This is an optimization exercise on Yosys and OpenROAD, whose aim is small area, a short achievable clock period and few clock cycles per item, not a production implementation.
Function was checked by simulation only, so behaviour that the tests miss may differ from the original.
Power and IR drop assume default switching activity.

## design.v

```verilog
module spn_sbox (
  input  wire [7:0] x,
  output reg  [7:0] y
);
  always @(*) begin
    case (x)
      8'h00: y = 8'h63;
      8'h01: y = 8'h62;
      8'h02: y = 8'hee;
      8'h03: y = 8'h95;
      8'h04: y = 8'ha8;
      8'h05: y = 8'h31;
      8'h06: y = 8'h18;
      8'h07: y = 8'hb2;
      8'h08: y = 8'h8b;
      8'h09: y = 8'h2c;
      8'h0a: y = 8'h4a;
      8'h0b: y = 8'ha3;
      8'h0c: y = 8'hd3;
      8'h0d: y = 8'h82;
      8'h0e: y = 8'h86;
      8'h0f: y = 8'ha4;
      8'h10: y = 8'h17;
      8'h11: y = 8'hd7;
      8'h12: y = 8'hc9;
      8'h13: y = 8'h28;
      8'h14: y = 8'hfa;
      8'h15: y = 8'h48;
      8'h16: y = 8'h03;
      8'h17: y = 8'h3c;
      8'h18: y = 8'h3b;
      8'h19: y = 8'h5c;
      8'h1a: y = 8'h9e;
      8'h1b: y = 8'haf;
      8'h1c: y = 8'h9c;
      8'h1d: y = 8'h23;
      8'h1e: y = 8'h8d;
      8'h1f: y = 8'hd1;
      8'h20: y = 8'h59;
      8'h21: y = 8'h0d;
      8'h22: y = 8'h39;
      8'h23: y = 8'h92;
      8'h24: y = 8'h36;
      8'h25: y = 8'h2e;
      8'h26: y = 8'hcb;
      8'h27: y = 8'haa;
      8'h28: y = 8'ha2;
      8'h29: y = 8'h69;
      8'h2a: y = 8'hfb;
      8'h2b: y = 8'h76;
      8'h2c: y = 8'h53;
      8'h2d: y = 8'h27;
      8'h2e: y = 8'hc1;
      8'h2f: y = 8'ha1;
      8'h30: y = 8'h4f;
      8'h31: y = 8'h26;
      8'h32: y = 8'hf1;
      8'h33: y = 8'h0f;
      8'h34: y = 8'h90;
      8'h35: y = 8'h5a;
      8'h36: y = 8'h05;
      8'h37: y = 8'h21;
      8'h38: y = 8'h91;
      8'h39: y = 8'h56;
      8'h3a: y = 8'h43;
      8'h3b: y = 8'h0c;
      8'h3c: y = 8'h14;
      8'h3d: y = 8'hd8;
      8'h3e: y = 8'h3a;
      8'h3f: y = 8'h7a;
      8'h40: y = 8'h7e;
      8'h41: y = 8'h9d;
      8'h42: y = 8'h54;
      8'h43: y = 8'h04;
      8'h44: y = 8'h4e;
      8'h45: y = 8'h52;
      8'h46: y = 8'h96;
      8'h47: y = 8'h0a;
      8'h48: y = 8'hc4;
      8'h49: y = 8'h07;
      8'h4a: y = 8'hc8;
      8'h4b: y = 8'h70;
      8'h4c: y = 8'h37;
      8'h4d: y = 8'h46;
      8'h4e: y = 8'h8a;
      8'h4f: y = 8'h6a;
      8'h50: y = 8'h8e;
      8'h51: y = 8'h3f;
      8'h52: y = 8'h66;
      8'h53: y = 8'ha9;
      8'h54: y = 8'h2f;
      8'h55: y = 8'h47;
      8'h56: y = 8'he4;
      8'h57: y = 8'hdc;
      8'h58: y = 8'h7b;
      8'h59: y = 8'h5d;
      8'h5a: y = 8'h41;
      8'h5b: y = 8'h93;
      8'h5c: y = 8'h32;
      8'h5d: y = 8'h8f;
      8'h5e: y = 8'h02;
      8'h5f: y = 8'h74;
      8'h60: y = 8'h75;
      8'h61: y = 8'h3d;
      8'h62: y = 8'hcc;
      8'h63: y = 8'hb0;
      8'h64: y = 8'h2a;
      8'h65: y = 8'hc5;
      8'h66: y = 8'h55;
      8'h67: y = 8'h20;
      8'h68: y = 8'h97;
      8'h69: y = 8'h24;
      8'h6a: y = 8'hf2;
      8'h6b: y = 8'hbc;
      8'h6c: y = 8'h50;
      8'h6d: y = 8'hf0;
      8'h6e: y = 8'h42;
      8'h6f: y = 8'h58;
      8'h70: y = 8'h1a;
      8'h71: y = 8'hd4;
      8'h72: y = 8'hf4;
      8'h73: y = 8'he6;
      8'h74: y = 8'h73;
      8'h75: y = 8'hd6;
      8'h76: y = 8'hd9;
      8'h77: y = 8'h5f;
      8'h78: y = 8'hd5;
      8'h79: y = 8'h13;
      8'h7a: y = 8'hb3;
      8'h7b: y = 8'h65;
      8'h7c: y = 8'hc2;
      8'h7d: y = 8'h99;
      8'h7e: y = 8'he2;
      8'h7f: y = 8'he1;
      8'h80: y = 8'he0;
      8'h81: y = 8'h1d;
      8'h82: y = 8'h1c;
      8'h83: y = 8'he3;
      8'h84: y = 8'hf5;
      8'h85: y = 8'h10;
      8'h86: y = 8'hdd;
      8'h87: y = 8'h35;
      8'h88: y = 8'hf8;
      8'h89: y = 8'hfd;
      8'h8a: y = 8'hf6;
      8'h8b: y = 8'hba;
      8'h8c: y = 8'h94;
      8'h8d: y = 8'h61;
      8'h8e: y = 8'hda;
      8'h8f: y = 8'hc7;
      8'h90: y = 8'hbd;
      8'h91: y = 8'h09;
      8'h92: y = 8'h51;
      8'h93: y = 8'h0e;
      8'h94: y = 8'hbb;
      8'h95: y = 8'he9;
      8'h96: y = 8'he7;
      8'h97: y = 8'h11;
      8'h98: y = 8'h49;
      8'h99: y = 8'h77;
      8'h9a: y = 8'hfc;
      8'h9b: y = 8'heb;
      8'h9c: y = 8'h9a;
      8'h9d: y = 8'hbf;
      8'h9e: y = 8'hea;
      8'h9f: y = 8'hf9;
      8'ha0: y = 8'h98;
      8'ha1: y = 8'h1f;
      8'ha2: y = 8'h4d;
      8'ha3: y = 8'ha0;
      8'ha4: y = 8'hec;
      8'ha5: y = 8'hdb;
      8'ha6: y = 8'h06;
      8'ha7: y = 8'h2b;
      8'ha8: y = 8'h45;
      8'ha9: y = 8'hab;
      8'haa: y = 8'h71;
      8'hab: y = 8'h29;
      8'hac: y = 8'had;
      8'had: y = 8'h84;
      8'hae: y = 8'hb1;
      8'haf: y = 8'h01;
      8'hb0: y = 8'h6f;
      8'hb1: y = 8'h83;
      8'hb2: y = 8'h7c;
      8'hb3: y = 8'h8c;
      8'hb4: y = 8'h72;
      8'hb5: y = 8'h16;
      8'hb6: y = 8'h1b;
      8'hb7: y = 8'h12;
      8'hb8: y = 8'hc6;
      8'hb9: y = 8'hed;
      8'hba: y = 8'h15;
      8'hbb: y = 8'h5e;
      8'hbc: y = 8'hde;
      8'hbd: y = 8'hdf;
      8'hbe: y = 8'he5;
      8'hbf: y = 8'h34;
      8'hc0: y = 8'h68;
      8'hc1: y = 8'h4b;
      8'hc2: y = 8'h4c;
      8'hc3: y = 8'hc0;
      8'hc4: y = 8'hb9;
      8'hc5: y = 8'hb7;
      8'hc6: y = 8'h87;
      8'hc7: y = 8'h6c;
      8'hc8: y = 8'hca;
      8'hc9: y = 8'h44;
      8'hca: y = 8'h30;
      8'hcb: y = 8'h67;
      8'hcc: y = 8'h78;
      8'hcd: y = 8'h9f;
      8'hce: y = 8'hcf;
      8'hcf: y = 8'h85;
      8'hd0: y = 8'h19;
      8'hd1: y = 8'h64;
      8'hd2: y = 8'hcd;
      8'hd3: y = 8'h00;
      8'hd4: y = 8'ha6;
      8'hd5: y = 8'hb8;
      8'hd6: y = 8'h81;
      8'hd7: y = 8'h89;
      8'hd8: y = 8'hf7;
      8'hd9: y = 8'he8;
      8'hda: y = 8'ha7;
      8'hdb: y = 8'hb6;
      8'hdc: y = 8'hfe;
      8'hdd: y = 8'h9b;
      8'hde: y = 8'hf3;
      8'hdf: y = 8'h08;
      8'he0: y = 8'hd2;
      8'he1: y = 8'h6e;
      8'he2: y = 8'hb5;
      8'he3: y = 8'h88;
      8'he4: y = 8'ha5;
      8'he5: y = 8'h6d;
      8'he6: y = 8'hac;
      8'he7: y = 8'hce;
      8'he8: y = 8'h6b;
      8'he9: y = 8'h2d;
      8'hea: y = 8'hb4;
      8'heb: y = 8'h80;
      8'hec: y = 8'h3e;
      8'hed: y = 8'h33;
      8'hee: y = 8'h7d;
      8'hef: y = 8'hd0;
      8'hf0: y = 8'h38;
      8'hf1: y = 8'h40;
      8'hf2: y = 8'h5b;
      8'hf3: y = 8'h57;
      8'hf4: y = 8'h0b;
      8'hf5: y = 8'h25;
      8'hf6: y = 8'h60;
      8'hf7: y = 8'hef;
      8'hf8: y = 8'hbe;
      8'hf9: y = 8'hff;
      8'hfa: y = 8'h1e;
      8'hfb: y = 8'hc3;
      8'hfc: y = 8'hae;
      8'hfd: y = 8'h79;
      8'hfe: y = 8'h22;
      8'hff: y = 8'h7f;
      default: y = 8'h00;
    endcase
  end
endmodule
module spn_isbox (
  input  wire [7:0] x,
  output reg  [7:0] y
);
  always @(*) begin
    case (x)
      8'h00: y = 8'hd3;
      8'h01: y = 8'haf;
      8'h02: y = 8'h5e;
      8'h03: y = 8'h16;
      8'h04: y = 8'h43;
      8'h05: y = 8'h36;
      8'h06: y = 8'ha6;
      8'h07: y = 8'h49;
      8'h08: y = 8'hdf;
      8'h09: y = 8'h91;
      8'h0a: y = 8'h47;
      8'h0b: y = 8'hf4;
      8'h0c: y = 8'h3b;
      8'h0d: y = 8'h21;
      8'h0e: y = 8'h93;
      8'h0f: y = 8'h33;
      8'h10: y = 8'h85;
      8'h11: y = 8'h97;
      8'h12: y = 8'hb7;
      8'h13: y = 8'h79;
      8'h14: y = 8'h3c;
      8'h15: y = 8'hba;
      8'h16: y = 8'hb5;
      8'h17: y = 8'h10;
      8'h18: y = 8'h06;
      8'h19: y = 8'hd0;
      8'h1a: y = 8'h70;
      8'h1b: y = 8'hb6;
      8'h1c: y = 8'h82;
      8'h1d: y = 8'h81;
      8'h1e: y = 8'hfa;
      8'h1f: y = 8'ha1;
      8'h20: y = 8'h67;
      8'h21: y = 8'h37;
      8'h22: y = 8'hfe;
      8'h23: y = 8'h1d;
      8'h24: y = 8'h69;
      8'h25: y = 8'hf5;
      8'h26: y = 8'h31;
      8'h27: y = 8'h2d;
      8'h28: y = 8'h13;
      8'h29: y = 8'hab;
      8'h2a: y = 8'h64;
      8'h2b: y = 8'ha7;
      8'h2c: y = 8'h09;
      8'h2d: y = 8'he9;
      8'h2e: y = 8'h25;
      8'h2f: y = 8'h54;
      8'h30: y = 8'hca;
      8'h31: y = 8'h05;
      8'h32: y = 8'h5c;
      8'h33: y = 8'hed;
      8'h34: y = 8'hbf;
      8'h35: y = 8'h87;
      8'h36: y = 8'h24;
      8'h37: y = 8'h4c;
      8'h38: y = 8'hf0;
      8'h39: y = 8'h22;
      8'h3a: y = 8'h3e;
      8'h3b: y = 8'h18;
      8'h3c: y = 8'h17;
      8'h3d: y = 8'h61;
      8'h3e: y = 8'hec;
      8'h3f: y = 8'h51;
      8'h40: y = 8'hf1;
      8'h41: y = 8'h5a;
      8'h42: y = 8'h6e;
      8'h43: y = 8'h3a;
      8'h44: y = 8'hc9;
      8'h45: y = 8'ha8;
      8'h46: y = 8'h4d;
      8'h47: y = 8'h55;
      8'h48: y = 8'h15;
      8'h49: y = 8'h98;
      8'h4a: y = 8'h0a;
      8'h4b: y = 8'hc1;
      8'h4c: y = 8'hc2;
      8'h4d: y = 8'ha2;
      8'h4e: y = 8'h44;
      8'h4f: y = 8'h30;
      8'h50: y = 8'h6c;
      8'h51: y = 8'h92;
      8'h52: y = 8'h45;
      8'h53: y = 8'h2c;
      8'h54: y = 8'h42;
      8'h55: y = 8'h66;
      8'h56: y = 8'h39;
      8'h57: y = 8'hf3;
      8'h58: y = 8'h6f;
      8'h59: y = 8'h20;
      8'h5a: y = 8'h35;
      8'h5b: y = 8'hf2;
      8'h5c: y = 8'h19;
      8'h5d: y = 8'h59;
      8'h5e: y = 8'hbb;
      8'h5f: y = 8'h77;
      8'h60: y = 8'hf6;
      8'h61: y = 8'h8d;
      8'h62: y = 8'h01;
      8'h63: y = 8'h00;
      8'h64: y = 8'hd1;
      8'h65: y = 8'h7b;
      8'h66: y = 8'h52;
      8'h67: y = 8'hcb;
      8'h68: y = 8'hc0;
      8'h69: y = 8'h29;
      8'h6a: y = 8'h4f;
      8'h6b: y = 8'he8;
      8'h6c: y = 8'hc7;
      8'h6d: y = 8'he5;
      8'h6e: y = 8'he1;
      8'h6f: y = 8'hb0;
      8'h70: y = 8'h4b;
      8'h71: y = 8'haa;
      8'h72: y = 8'hb4;
      8'h73: y = 8'h74;
      8'h74: y = 8'h5f;
      8'h75: y = 8'h60;
      8'h76: y = 8'h2b;
      8'h77: y = 8'h99;
      8'h78: y = 8'hcc;
      8'h79: y = 8'hfd;
      8'h7a: y = 8'h3f;
      8'h7b: y = 8'h58;
      8'h7c: y = 8'hb2;
      8'h7d: y = 8'hee;
      8'h7e: y = 8'h40;
      8'h7f: y = 8'hff;
      8'h80: y = 8'heb;
      8'h81: y = 8'hd6;
      8'h82: y = 8'h0d;
      8'h83: y = 8'hb1;
      8'h84: y = 8'had;
      8'h85: y = 8'hcf;
      8'h86: y = 8'h0e;
      8'h87: y = 8'hc6;
      8'h88: y = 8'he3;
      8'h89: y = 8'hd7;
      8'h8a: y = 8'h4e;
      8'h8b: y = 8'h08;
      8'h8c: y = 8'hb3;
      8'h8d: y = 8'h1e;
      8'h8e: y = 8'h50;
      8'h8f: y = 8'h5d;
      8'h90: y = 8'h34;
      8'h91: y = 8'h38;
      8'h92: y = 8'h23;
      8'h93: y = 8'h5b;
      8'h94: y = 8'h8c;
      8'h95: y = 8'h03;
      8'h96: y = 8'h46;
      8'h97: y = 8'h68;
      8'h98: y = 8'ha0;
      8'h99: y = 8'h7d;
      8'h9a: y = 8'h9c;
      8'h9b: y = 8'hdd;
      8'h9c: y = 8'h1c;
      8'h9d: y = 8'h41;
      8'h9e: y = 8'h1a;
      8'h9f: y = 8'hcd;
      8'ha0: y = 8'ha3;
      8'ha1: y = 8'h2f;
      8'ha2: y = 8'h28;
      8'ha3: y = 8'h0b;
      8'ha4: y = 8'h0f;
      8'ha5: y = 8'he4;
      8'ha6: y = 8'hd4;
      8'ha7: y = 8'hda;
      8'ha8: y = 8'h04;
      8'ha9: y = 8'h53;
      8'haa: y = 8'h27;
      8'hab: y = 8'ha9;
      8'hac: y = 8'he6;
      8'had: y = 8'hac;
      8'hae: y = 8'hfc;
      8'haf: y = 8'h1b;
      8'hb0: y = 8'h63;
      8'hb1: y = 8'hae;
      8'hb2: y = 8'h07;
      8'hb3: y = 8'h7a;
      8'hb4: y = 8'hea;
      8'hb5: y = 8'he2;
      8'hb6: y = 8'hdb;
      8'hb7: y = 8'hc5;
      8'hb8: y = 8'hd5;
      8'hb9: y = 8'hc4;
      8'hba: y = 8'h8b;
      8'hbb: y = 8'h94;
      8'hbc: y = 8'h6b;
      8'hbd: y = 8'h90;
      8'hbe: y = 8'hf8;
      8'hbf: y = 8'h9d;
      8'hc0: y = 8'hc3;
      8'hc1: y = 8'h2e;
      8'hc2: y = 8'h7c;
      8'hc3: y = 8'hfb;
      8'hc4: y = 8'h48;
      8'hc5: y = 8'h65;
      8'hc6: y = 8'hb8;
      8'hc7: y = 8'h8f;
      8'hc8: y = 8'h4a;
      8'hc9: y = 8'h12;
      8'hca: y = 8'hc8;
      8'hcb: y = 8'h26;
      8'hcc: y = 8'h62;
      8'hcd: y = 8'hd2;
      8'hce: y = 8'he7;
      8'hcf: y = 8'hce;
      8'hd0: y = 8'hef;
      8'hd1: y = 8'h1f;
      8'hd2: y = 8'he0;
      8'hd3: y = 8'h0c;
      8'hd4: y = 8'h71;
      8'hd5: y = 8'h78;
      8'hd6: y = 8'h75;
      8'hd7: y = 8'h11;
      8'hd8: y = 8'h3d;
      8'hd9: y = 8'h76;
      8'hda: y = 8'h8e;
      8'hdb: y = 8'ha5;
      8'hdc: y = 8'h57;
      8'hdd: y = 8'h86;
      8'hde: y = 8'hbc;
      8'hdf: y = 8'hbd;
      8'he0: y = 8'h80;
      8'he1: y = 8'h7f;
      8'he2: y = 8'h7e;
      8'he3: y = 8'h83;
      8'he4: y = 8'h56;
      8'he5: y = 8'hbe;
      8'he6: y = 8'h73;
      8'he7: y = 8'h96;
      8'he8: y = 8'hd9;
      8'he9: y = 8'h95;
      8'hea: y = 8'h9e;
      8'heb: y = 8'h9b;
      8'hec: y = 8'ha4;
      8'hed: y = 8'hb9;
      8'hee: y = 8'h02;
      8'hef: y = 8'hf7;
      8'hf0: y = 8'h6d;
      8'hf1: y = 8'h32;
      8'hf2: y = 8'h6a;
      8'hf3: y = 8'hde;
      8'hf4: y = 8'h72;
      8'hf5: y = 8'h84;
      8'hf6: y = 8'h8a;
      8'hf7: y = 8'hd8;
      8'hf8: y = 8'h88;
      8'hf9: y = 8'h9f;
      8'hfa: y = 8'h14;
      8'hfb: y = 8'h2a;
      8'hfc: y = 8'h9a;
      8'hfd: y = 8'h89;
      8'hfe: y = 8'hdc;
      8'hff: y = 8'hf9;
      default: y = 8'h00;
    endcase
  end
endmodule
module spn_core (
  input  wire         clk,
  input  wire         rst,
  input  wire         start,
  input  wire [1:0]   op,
  input  wire [1:0]   klen,
  input  wire [255:0] key,
  input  wire [127:0] din,
  output reg          busy,
  output reg          done,
  output reg          err,
  output reg  [127:0] dout
);
  localparam OP_KS  = 2'd0;
  localparam OP_ENC = 2'd1;
  localparam OP_DEC = 2'd2;
  localparam PH_IDLE = 2'd0;
  localparam PH_KS   = 2'd1;
  localparam PH_ENC  = 2'd2;
  localparam PH_DEC  = 2'd3;
  reg  [1:0]   phase;
  reg          key_valid;
  reg  [3:0]   nr;           
  reg  [127:0] state;
  reg  [3:0]   rnd;
  reg  [3:0]   nk;           
  reg  [3:0]   ks_nr;        
  reg  [5:0]   widx;         
  reg  [2:0]   kpos;         
  reg  [7:0]   rcon;
  reg  [31:0]  kwin [0:7];   
  wire accept = start && !busy;
  wire [31:0] aw [0:59];
  wire [31:0] new_word;
  wire        ks_write = (phase == PH_KS);
  wire        ks_load  = accept && (op == OP_KS) && (klen != 2'd3);
  genvar g;
  generate
    for (g = 0; g < 60; g = g + 1) begin : g_aw
      reg [31:0] w;
      always @(posedge clk) begin
        if (ks_load && g < 8)
          w <= key[255 - 32*g -: 32];
        else if (ks_write && widx == g)
          w <= new_word;
      end
      assign aw[g] = w;
    end
  endgenerate
  wire [31:0] prev_word = kwin[nk[2:0] - 3'd1];
  wire [31:0] rot_word  = {prev_word[23:0], prev_word[31:24]};
  wire [31:0] sub_in    = (kpos == 3'd0) ? rot_word : prev_word;
  wire [31:0] sub_out;
  generate
    for (g = 0; g < 4; g = g + 1) begin : g_ksbox
      spn_sbox u_sbox (.x(sub_in[31 - 8*g -: 8]), .y(sub_out[31 - 8*g -: 8]));
    end
  endgenerate
  reg [31:0] ks_t;
  always @(*) begin
    if (kpos == 3'd0)
      ks_t = sub_out ^ {rcon, 24'h000000};
    else if (nk == 4'd8 && kpos == 3'd4)
      ks_t = sub_out;
    else
      ks_t = prev_word;
  end
  assign new_word = kwin[0] ^ ks_t;
  function [7:0] xtime;
    input [7:0] a;
    begin
      xtime = {a[6:0], 1'b0} ^ (a[7] ? 8'h1b : 8'h00);
    end
  endfunction
  function [7:0] gmul;
    input [7:0] a;
    input [3:0] c;
    reg   [7:0] a2, a4, a8;
    begin
      a2 = xtime(a);
      a4 = xtime(a2);
      a8 = xtime(a4);
      gmul = (c[0] ? a : 8'h00) ^ (c[1] ? a2 : 8'h00) ^
             (c[2] ? a4 : 8'h00) ^ (c[3] ? a8 : 8'h00);
    end
  endfunction
  function [31:0] mix_col;
    input [31:0] col;
    reg   [7:0]  a0, a1, a2, a3;
    begin
      a0 = col[31:24]; a1 = col[23:16]; a2 = col[15:8]; a3 = col[7:0];
      mix_col = {gmul(a0, 4'h2) ^ gmul(a1, 4'h3) ^ a2 ^ a3,
                 a0 ^ gmul(a1, 4'h2) ^ gmul(a2, 4'h3) ^ a3,
                 a0 ^ a1 ^ gmul(a2, 4'h2) ^ gmul(a3, 4'h3),
                 gmul(a0, 4'h3) ^ a1 ^ a2 ^ gmul(a3, 4'h2)};
    end
  endfunction
  function [31:0] inv_mix_col;
    input [31:0] col;
    reg   [7:0]  a0, a1, a2, a3;
    begin
      a0 = col[31:24]; a1 = col[23:16]; a2 = col[15:8]; a3 = col[7:0];
      inv_mix_col = {gmul(a0, 4'he) ^ gmul(a1, 4'hb) ^ gmul(a2, 4'hd) ^ gmul(a3, 4'h9),
                     gmul(a0, 4'h9) ^ gmul(a1, 4'he) ^ gmul(a2, 4'hb) ^ gmul(a3, 4'hd),
                     gmul(a0, 4'hd) ^ gmul(a1, 4'h9) ^ gmul(a2, 4'he) ^ gmul(a3, 4'hb),
                     gmul(a0, 4'hb) ^ gmul(a1, 4'hd) ^ gmul(a2, 4'h9) ^ gmul(a3, 4'he)};
    end
  endfunction
  function [127:0] shift_rows;
    input [127:0] s;
    integer r, c;
    begin
      for (r = 0; r < 4; r = r + 1)
        for (c = 0; c < 4; c = c + 1)
          shift_rows[127 - 8*(r + 4*c) -: 8] = s[127 - 8*(r + 4*((c + r) % 4)) -: 8];
    end
  endfunction
  function [127:0] inv_shift_rows;
    input [127:0] s;
    integer r, c;
    begin
      for (r = 0; r < 4; r = r + 1)
        for (c = 0; c < 4; c = c + 1)
          inv_shift_rows[127 - 8*(r + 4*c) -: 8] = s[127 - 8*(r + 4*((c + 4 - r) % 4)) -: 8];
    end
  endfunction
  reg  [3:0]   rk_idx;
  always @(*) begin
    if (accept)
      rk_idx = (op == OP_DEC) ? nr : 4'd0;
    else
      rk_idx = rnd;
  end
  wire [127:0] rk = {aw[4*rk_idx], aw[4*rk_idx + 1], aw[4*rk_idx + 2], aw[4*rk_idx + 3]};
  wire [127:0] enc_sb;
  generate
    for (g = 0; g < 16; g = g + 1) begin : g_esbox
      spn_sbox u_sbox (.x(state[127 - 8*g -: 8]), .y(enc_sb[127 - 8*g -: 8]));
    end
  endgenerate
  wire [127:0] enc_sr = shift_rows(enc_sb);
  wire [127:0] enc_mc = {mix_col(enc_sr[127:96]), mix_col(enc_sr[95:64]),
                         mix_col(enc_sr[63:32]),  mix_col(enc_sr[31:0])};
  wire [127:0] enc_next = ((rnd == nr) ? enc_sr : enc_mc) ^ rk;
  wire [127:0] dec_sr = inv_shift_rows(state);
  wire [127:0] dec_sb;
  generate
    for (g = 0; g < 16; g = g + 1) begin : g_dsbox
      spn_isbox u_isbox (.x(dec_sr[127 - 8*g -: 8]), .y(dec_sb[127 - 8*g -: 8]));
    end
  endgenerate
  wire [127:0] dec_ark  = dec_sb ^ rk;
  wire [127:0] dec_imc  = {inv_mix_col(dec_ark[127:96]), inv_mix_col(dec_ark[95:64]),
                           inv_mix_col(dec_ark[63:32]),  inv_mix_col(dec_ark[31:0])};
  wire [127:0] dec_next = (rnd == 4'd0) ? dec_ark : dec_imc;
  integer j;
  always @(posedge clk) begin
    if (rst) begin
      phase     <= PH_IDLE;
      busy      <= 1'b0;
      done      <= 1'b0;
      err       <= 1'b0;
      key_valid <= 1'b0;
    end else begin
      done <= 1'b0;
      err  <= 1'b0;
      case (phase)
        PH_IDLE: begin
          if (accept) begin
            case (op)
              OP_KS: begin
                if (klen == 2'd3) begin
                  done <= 1'b1;
                  err  <= 1'b1;
                end else begin
                  phase <= PH_KS;
                  busy  <= 1'b1;
                  nk    <= 4'd4 + {1'b0, klen, 1'b0};
                  ks_nr <= 4'd10 + {1'b0, klen, 1'b0};
                  widx  <= 6'd4 + {3'b000, klen, 1'b0};
                  kpos  <= 3'd0;
                  rcon  <= 8'h01;
                  key_valid <= 1'b0;
                  for (j = 0; j < 8; j = j + 1)
                    kwin[j] <= key[255 - 32*j -: 32];
                end
              end
              OP_ENC: begin
                if (!key_valid) begin
                  done <= 1'b1;
                  err  <= 1'b1;
                end else begin
                  phase <= PH_ENC;
                  busy  <= 1'b1;
                  state <= din ^ rk;
                  rnd   <= 4'd1;
                end
              end
              OP_DEC: begin
                if (!key_valid) begin
                  done <= 1'b1;
                  err  <= 1'b1;
                end else begin
                  phase <= PH_DEC;
                  busy  <= 1'b1;
                  state <= din ^ rk;
                  rnd   <= nr - 4'd1;
                end
              end
              default: begin
                done <= 1'b1;
                err  <= 1'b1;
              end
            endcase
          end
        end
        PH_KS: begin
          for (j = 0; j < 8; j = j + 1) begin
            if (j + 1 == {28'd0, nk})
              kwin[j] <= new_word;
            else if (j + 1 < {28'd0, nk})
              kwin[j] <= kwin[j + 1];
          end
          if (kpos == nk[2:0] - 3'd1)
            kpos <= 3'd0;
          else
            kpos <= kpos + 3'd1;
          if (kpos == 3'd0)
            rcon <= xtime(rcon);
          widx <= widx + 6'd1;
          if (widx == {ks_nr, 2'b11}) begin
            phase     <= PH_IDLE;
            busy      <= 1'b0;
            done      <= 1'b1;
            key_valid <= 1'b1;
            nr        <= ks_nr;
          end
        end
        PH_ENC: begin
          state <= enc_next;
          rnd   <= rnd + 4'd1;
          if (rnd == nr) begin
            phase <= PH_IDLE;
            busy  <= 1'b0;
            done  <= 1'b1;
            dout  <= enc_next;
          end
        end
        PH_DEC: begin
          state <= dec_next;
          rnd   <= rnd - 4'd1;
          if (rnd == 4'd0) begin
            phase <= PH_IDLE;
            busy  <= 1'b0;
            done  <= 1'b1;
            dout  <= dec_next;
          end
        end
      endcase
    end
  end
endmodule
```

## run.sh

```bash
#!/bin/bash
# synth_recipe.tcl (not shown) runs the flow's synth.tcl, then flattens the netlist and writes it again
# the make line also repeats each setting of config.mk as NAME=value (left out here)
make -C /OpenROAD-flow-scripts/flow DESIGN_CONFIG=/design/flow/config.mk WORK_HOME=/design/flow/orfs CLKGATE_MAP_FILE= SYNTH_SCRIPT=/design/flow/synth_recipe.tcl finish
```

## config.mk

```make
export PLATFORM = sky130hd
export DESIGN_NAME = spn_core
export DESIGN_NICKNAME = spn_core
export VERILOG_FILES = /design/flow/design.v
export SDC_FILE = /design/flow/constraint.sdc
export NUM_CORES = 8
export LEC_CHECK = 0
export ABC_AREA = 1
export CAP_MARGIN = 20
export CELL_PAD_IN_SITES_DETAIL_PLACEMENT = 1
export CELL_PAD_IN_SITES_GLOBAL_PLACEMENT = 2
export CORE_MARGIN = 2
export CORE_UTILIZATION = 30
export SLEW_MARGIN = 20
```

## constraint.sdc

```tcl
create_clock -name core_clock -period 13.0 [get_ports {clk}]
set_input_delay 2.6000 -clock core_clock [delete_from_list [all_inputs] [get_ports {clk}]]
set_output_delay 2.6000 -clock core_clock [all_outputs]
set_load 0.01 [all_outputs]
```

==> summary.txt <==
The flow ran to the end and the layout has no timing, DRC or antenna violations. Across all layers, the routed design uses 280,000 vias. The share of the core filled with cells in the final layout is 34.0%.

The I/O pin count came out at 522. TritonCTS created 341 clock buffers. The overall overflow remaining after global route is 0.

After the last flow step, the layout net total stands at 36,200. The TritonCTS sink count is 2,724. The first global-routing pass estimated 2320 mm of wire. The sequential cell area fraction in the yosys report came out at 33.6%. The number of max-slew violations in the final report was 0. The portion of synthesized cell area occupied by the leading cell type came out at 31.3%.

The number of search-and-repair iterations in the first detailed-routing pass is 6. STA classifies the critical path endpoint as a flop. The detailed-route wire length per cell came out at 37.0 um. The chip width is 891 um. The post-synthesis to final-layout area growth came out at 13.0%. The power per standard cell area came out at 323 mW/mm^2. The final critical delay including setup and external delays is 11.46 ns. The highest achievable clock rate is 0.0872 GHz.

The count of nets left with antenna violations once routing finished came out at 0. The HPWL reported at the end of detailed placement is 1290 mm. The clock tree buffer depth came out at 4. The met2 capacity usage during global routing came out at 61.8%. The DRC violation count after routing is 0.

The synthesized netlist net count came out at 36,200. The required arrival time at the worst endpoint came out at 13.99 ns. The critical setup path kind is in -> reg. The largest net degree at the start of global routing came out at 209. The number of port buffers came out at 521. The slew at the pin with the worst max-slew slack came out at 1.34 ns. The CTS H-tree depth is 5.

In this run the clock root is driven by a sky130_fd_sc_hd__clkbuf_16. The number of instances in the placed design came out at 45,600. The static power due to leakage came out at 119 nW. Yosys mapped the design onto 83 distinct sky130hd cell types. The share of cells above drive strength 1 is 8.05%. After synthesis the netlist holds a flip-flop and latch count of 2,724. The path type of the worst min-delay path is reg -> reg. For the worst-skew pair, the clock arrives at the later sink with an insertion delay of 1.09 ns.

Measured along the y axis, the die boundary spans 891 um. The total cell area at the placement stage is 0.255 mm^2. Among all flip-flop cells after synthesis, the most frequent one is sky130_fd_sc_hd__edfxtp_1.

Ranked by total cell area, the synthesized netlist is headed by sky130_fd_sc_hd__edfxtp_1 (31%), sky130_fd_sc_hd__nand2_1 (21%), sky130_fd_sc_hd__nand3_1 (20%), sky130_fd_sc_hd__inv_1 (3.0%), sky130_fd_sc_hd__o21ai_0 (2.8%). The number of vias per cell came out at 6.05. The number of maximum-capacitance violations is 0.

The number of global-route vias before repair came out at 269,000. The share of synthesized registers carrying an async set or reset came out at 0%. The area inside the core boundary came out at 0.783 mm^2. The Yosys step of the flow raised 56 warnings. Setup violations remaining at the end of the flow were counted as 0. The fill cell instance count of the final layout came out at 98,500. The worst supply voltage drop on vdd came out at 0.000212 V. Summed over all layers, the routed wires come to 1710 mm. The post-synthesis cell area came out at 0.236 mm^2. The count of cells in the finished layout, fillers not included, comes to 46,300. The final weighted congestion in routability-driven placement is 1.03. The normalized max-slew margin is 10.0%.

The global-route track usage on met1 came out at 54.5%. The type of origin of the critical path is an input port. The number of instances in the synthesized netlist is 35,500. The global-route usage over all layers came out at 41.2%.

The synthesized design spends more area on one cell type than any other, namely sky130_fd_sc_hd__edfxtp_1. The maximum cell stage delay along the critical path is 0.89 ns. The number of buffers added to fix hold violations after cts came out at 0.

The tightest hold margin is 0.562 ns. For the final routed database, the setup TNS stands at 0 ns. The clock slew seen by the registers of the worst setup and hold paths is 0.07 ns.

The post-route clock skew is 0.117 ns. The number of instances resized during post-cts repair is 0. The post-CTS setup buffer count came out at 0. The number of violations reported at the end of detailed-routing iteration 0 came out at 40,000. The initial cell density of the core is 30.1%.

The number of antenna violations at the first check in global routing came out at 195. The final critical-path share of the clock period came out at 88.2%. The floorplan has 325 rows. The cell occurring most often along the worst timing path is sky130_fd_sc_hd__nand2_1. The floorplan step defined a die boundary enclosing 0.793 mm^2. Summing all non-filler instances in the final layout gives an area of 0.266 mm^2.

TritonCTS built the clock tree. The largest fanout of any net on the critical path came out at 36. For met3 alone, demand over resource in global routing was 8.35%. Setup repair after global routing left no endpoint under its margin. Counting flops with a built-in enable in the synthesized netlist gives 2,462. The number of hold violations in the final report is 0. In this run the most used layer during global routing was met2. A synthesized cell averages 6.65 um^2. For this design, the slowest cell found on the critical path is sky130_fd_sc_hd__ha_1. The data arrival time of the critical path is 12.45 ns.
## where the power goes
group / switching, mW / leakage, nW / internal [mW]
registers: 1.70 / 24.4 / 11.8
logic: 46.9 / 88.8 / 15.9
clock network: 4.40 / 5.28 / 5.39
## final cells by class
class | instances | area [um^2] | area share [%]
Timing Repair Buffer | 1917 | 17600 | 6.60
Antenna cell | 137 | 343 | 0.129
Clock inverter | 199 | 1940 | 0.728
Tap cell | 10500 | 13100 | 4.91
Sequential cell | 2724 | 79200 | 29.7
Inverter | 1995 | 7530 | 2.83
Clock buffer | 431 | 9060 | 3.40
Multi-Input combinational cell | 28500 | 138000 | 51.7
## cells in the mapped netlist, types with 128 or more instances
cell,number
sky130_fd_sc_hd__a21oi_1,281
sky130_fd_sc_hd__buf_2,987
sky130_fd_sc_hd__buf_4,513
sky130_fd_sc_hd__buf_6,203
sky130_fd_sc_hd__clkbuf_1,496
sky130_fd_sc_hd__dfxtp_1,262
sky130_fd_sc_hd__edfxtp_1,2462
sky130_fd_sc_hd__ha_1,322
sky130_fd_sc_hd__inv_1,1878
sky130_fd_sc_hd__nand2_1,12900
sky130_fd_sc_hd__nand2_2,358
sky130_fd_sc_hd__nand3_1,9291
sky130_fd_sc_hd__nand4_1,493
sky130_fd_sc_hd__nor2_1,1173
sky130_fd_sc_hd__o211ai_1,149
sky130_fd_sc_hd__o21ai_0,1329
sky130_fd_sc_hd__o22ai_1,181
sky130_fd_sc_hd__or2_2,128
sky130_fd_sc_hd__xnor2_1,351
sky130_fd_sc_hd__xor2_1,704
## layout by cell type, fill, tap and decap left out, drive strengths merged, types with 43 or more instances in the layout
| master | instances |
|---|---|
| inv | 1995 |
| or2 | 149 |
| a22o | 63 |
| edfxtp | 2462 |
| nand2 | 13300 |
| ha | 322 |
| nor3 | 54 |
| clkinv | 157 |
| a31oi | 43 |
| xor2 | 721 |
| nand3b | 47 |
| a21oi | 282 |
| clkdlybuf4s50 | 521 |
| diode | 137 |
| buf | 1396 |
| dfxtp | 262 |
| o21ai | 1460 |
| nand3 | 9333 |
| o211ai | 149 |
| xnor2 | 359 |
| nand4 | 511 |
| nor2 | 1216 |
| clkbuf | 431 |
| o22ai | 181 |
## metal layers
layer	wire length (um)	part of all wire, %
met3	162000	9.5
met1	697000	41
met4	129000	7.5
met2	726000	42
met5	687	0.040
## cell families (layout without fill, tap and decap cells)
logic type	after synthesis	after routing	synth area share, %
flops	2724	2724	33.6
compound gates	2429	2429	5.99
fa+ha+maj	323	323	1.72
simple gates	24600	24600	45.8
xor+xnor	1080	1080	4.11
mux	6	6	0.0255
buf+inv	4270	4542	8.79
other cells	0	137	0
## worst max-delay path, delay by kind of cell
| family | cells | cell delay [ns] |
|---|---|---|
| simple gates | 25 | 4.85 |
| buf+inv | 9 | 2.90 |
| fa+ha+maj | 2 | 1.25 |
| xor+xnor | 1 | 0.41 |
| compound gates | 1 | 0.35 |
## registers in the layout (all words and copies together), names as in the netlist
register,flops
phase,2
state,128
g_esbox.u_sbox.y,128
g_dsbox.u_isbox.y,128
g_aw.w,1920
busy,1
ks_nr,3
nk,3
kpos,3
kwin,256
done,1
err,1
nr,3
widx,6
rcon,8
dout,128
rnd,4
key_valid,1
## through the flow
stage                     power [mW]  setup slack, ns
after CTS                       84.2             1.94
after floorplan                 47.3             4.46
after global routing            89.7             1.30
final                           86.1             1.54
after detailed placement        74.3            0.852
after global placement          74.0            0.814
## final timing paths
| kind | start | endpoint | slack (ns) | cells after the start |
|---|---|---|---|---|
| hold / removal | kwin[7][27] | kwin[6][27] | 0.56 | 2 |
| hold reg to reg | kwin[7][27] | kwin[6][27] | 0.56 | 2 |
| setup / recovery | op[0] | g_esbox[11].u_sbox.y[0] | 1.54 | 38 |
| setup reg to reg | busy | g_esbox[13].u_sbox.y[6] | 3.07 | 36 |
Testbench counts, summed over its fixed seeds: cycles 8,274, blocks 512.

static timing again, ports no longer ideal:
In the flow no input, the clock included, has a driving cell. The finished layout below was timed again as built, in two steps. Step 1 (the two cells are an assumption about what drives the block):
set clk [get_ports {clk}]
set_driving_cell -lib_cell sky130_fd_sc_hd__clkbuf_16 $clk
set_driving_cell -lib_cell sky130_fd_sc_hd__buf_2 [delete_from_list [all_inputs] $clk]
Step 2 moves the port delays by t, midway between the first and last clock arrival at a register: inputs arrive t later, outputs are due t later. That takes back most of the time a late clock gives input paths. Slacks: ideal ports / drivers / drivers and shift; pairs: ideal ports / drivers.
t, ns: 1.175
setup slack, ns: 1.538 / 1.649 / 0.474
worst slew at a driven data input, ns: 0.57
After both steps this run still meets setup and hold. The setup slack of this run moves by +0.111 ns with the drivers and by -1.064 ns with both steps.
